This design comes from an exercise in tuning for a short achievable clock period and few clock cycles on the open sky130 flow, not from production work.
In this exercise RTL edits were held to simulation tests only and were not proved equivalent to the original.
No activity file was given, so power comes from the tool's default toggle rates.

## alpha
// a362m
module a362m (
    input  wire        clk,
    input  wire        rst_n,
    input  wire        cmd_valid,
    input  wire [39:0] cmd_word,
    output reg         cmd_ready,
    output reg         done_valid,
    output reg  [2:0]  done_status,
    output reg  [15:0] rd,
    output reg  [15:0] fx,
    output reg  [15:0] fy,
    output reg  [15:0] fz,
    output reg  [15:0] ft,
    output reg  [63:0] burst_buf,
    output reg  [3:0]  bufn,
    output reg  [7:0]  want,
    output reg  [7:0]  echo,
    output reg  [2:0]  status,
    output reg  [3:0]  err,
    output reg         busy,
    output reg         cs_open,
    output reg         tx_valid,
    output reg  [7:0]  tx_byte,
    input  wire        rx_valid,
    input  wire [7:0]  rx_byte,
    input  wire        bus_fail
);
    localparam [4:0] OP_RD1    = 5'h01, OP_WR1   = 5'h02, OP_RD2    = 5'h03,
                     OP_WR2    = 5'h04, OP_RDB   = 5'h05, OP_DEC    = 5'h08,
                     OP_RDS8   = 5'h09, OP_RDS12 = 5'h0A, OP_RDXYZT = 5'h0B,
                     OP_WRC    = 5'h10, OP_SETB  = 5'h11, OP_SETF   = 5'h12,
                     OP_RDF    = 5'h13, OP_MEASON= 5'h14, OP_SRESET = 5'h15,
                     OP_CFGACT = 5'h18, OP_CFGINACT = 5'h19;
    localparam [2:0] ST_OK = 3'd0, ST_TF = 3'd1, ST_VM = 3'd2, ST_IF = 3'd3,
                     ST_IC = 3'd4;
    function [15:0] decode(input [7:0] lo, input [7:0] hi, input s);
        decode = s ? {hi, lo} : {4'h0, hi[3:0], lo};
    endfunction
    reg         bsy;         
    reg         frm;         
    wire        acc = !bsy && cmd_valid && rst_n;     
    wire [16:0] c_dl;        
    wire [16:0] c_z;         
    wire        c_zs, c_zr;  
    wire        c_run, c_fit;
    wire        hold_cs;     
    wire        cs_next, tv_next, frm_next, lg_a, lg_b;
    a362m_opdec1 u_opl (.op(cmd_word[39:35]), .d(c_dl));
    a362m_chk    u_chk (.w(cmd_word[34:0]), .z(c_z), .zs(c_zs), .zr(c_zr));
    a362m_runchk u_run (.m(cmd_word[23:16]), .v(cmd_word[7:0]), .run(c_run), .fit(c_fit));
    wire [13:0] c_term;
    a362m_t_rd1   u_t_rd1   (.w(cmd_word[34:0]), .op(cmd_word[39:35]), .cv(cmd_valid), .bsy(bsy), .y(c_term[0]));
    a362m_t_wr1   u_t_wr1   (.w(cmd_word[34:0]), .op(cmd_word[39:35]), .cv(cmd_valid), .bsy(bsy), .y(c_term[1]));
  ...
For scale: about 2000 cells after synthesis, ~400 flip-flops, ~240 I/O pins.
Settings: LEC_CHECK=0, CAP_MARGIN=20, CORE_MARGIN=2, CORE_UTILIZATION=40, PLACE_DENSITY=0.75, SETUP_SLACK_MARGIN=4.5, SLEW_MARGIN=20, SYNTH_HIERARCHICAL=1; clock period 7.0 ns.
standard.sh (not shown) runs the stock make flow with config.mk's settings and CLKGATE_MAP_FILE= SYNTH_SCRIPT=/design/flow/synth_recipe.tcl, a recipe that flattens the netlist after the stock synthesis.
==> flow/flow/run.sh <==
#!/bin/bash
# Own flow: the standard layout (standard synthesis unchanged), with the
# port buffers made from plain buffers (buf_4) instead of the delay cells
# buffer_ports picks by default, and cell resizing not held to footprints.
set -euo pipefail
bash standard.sh \
  "BUFFER_PORTS_ARGS=-buffer_cell sky130_fd_sc_hd__buf_4" \
  MATCH_CELL_FOOTPRINT=0 \
  finish > flow_make.log 2>&1
Testbench counts of alpha, summed over its fixed seeds: cycles 102,253.
Input changes introduced in beta (baseline for comparison: alpha):
Settings: CORE_UTILIZATION: 40 -> 30; PLACE_DENSITY: 0.75 -> 0.6.
### Flow results
- Looking at worst setup path endpoint, the tx_byte[3] result is from alpha; the tx_byte[0] one comes from beta.
- [compare] base=alpha new=beta: portion of the clock cycle consumed by the worst path in the final layout increased 0.33 points, minimum setup slack among reg-to-reg paths decreased 0.06 ns, share of the final layout cell area in sequential cells decreased 0.27 points, source-to-sink clock delay at the later pin of the worst-skew pair increased 0.02 ns.
Edits applied to the flow inputs when going from beta to gamma:
Settings: a change of CORE_UTILIZATION from 30 to 40; a change of SETUP_SLACK_MARGIN from 4.5 to 4.8.
## What came out
Final worst setup slack, beta and gamma, higher one = gamma.
Summary: with beta as the reference, highest ir drop seen on vdd in gamma moved down by a few percent.
Worst-case reg-to-reg path depth | gamma above beta
Lower time the final worst path needs with I/O delays and setup goes to gamma over beta.
The overall die area of gamma falls short of that of beta by 25%.
~same clock-pin slew on the worst setup and hold paths in beta and gamma
Taking beta as the reference, in gamma final cell count moved down, filler cell count in the final layout moved down, clock skew moved down.
met1 usage was lower in the run labelled beta.
On worst relative slew slack, gamma does worse than beta.

## re-timing with driven ports
How much do the figures lean on ideal ports? The routed layouts below were timed once more, with nothing changed but the port constraints.
Step 1 sets driving cells, clkbuf_16 on the clock port and buf_2 on the other inputs (assumed; they add their load-dependent delay and slew).
Step 2 also shifts input and output timing later by t, the mid clock arrival at the registers, as if the neighbouring blocks saw the same clock.
Slacks: no drivers / after step 1 / after step 2; pairs: no drivers / after step 1.
| run | t (ns) | setup WS [ns] | hold slack, ns | worst register clock-pin slew, ns | pins driven straight from the clock port |
|---|---|---|---|---|---|
| alpha | 0.597 | 4.517 / 4.461 / 3.933 | 0.449 / 0.449 / 0.449 | 0.07 / 0.07 | 1 |
| beta | 0.617 | 4.494 / 4.439 / 3.977 | 0.451 / 0.451 / 0.451 | 0.06 / 0.06 | 1 |
| gamma | 0.599 | 4.559 / 4.504 / 3.937 | 0.455 / 0.455 / 0.455 | 0.07 / 0.07 | 1 |
After both steps setup and hold are still met in every run listed. The setup slack of gamma, which loses most, moves by -0.055 ns with the drivers and by -0.622 ns with both steps.
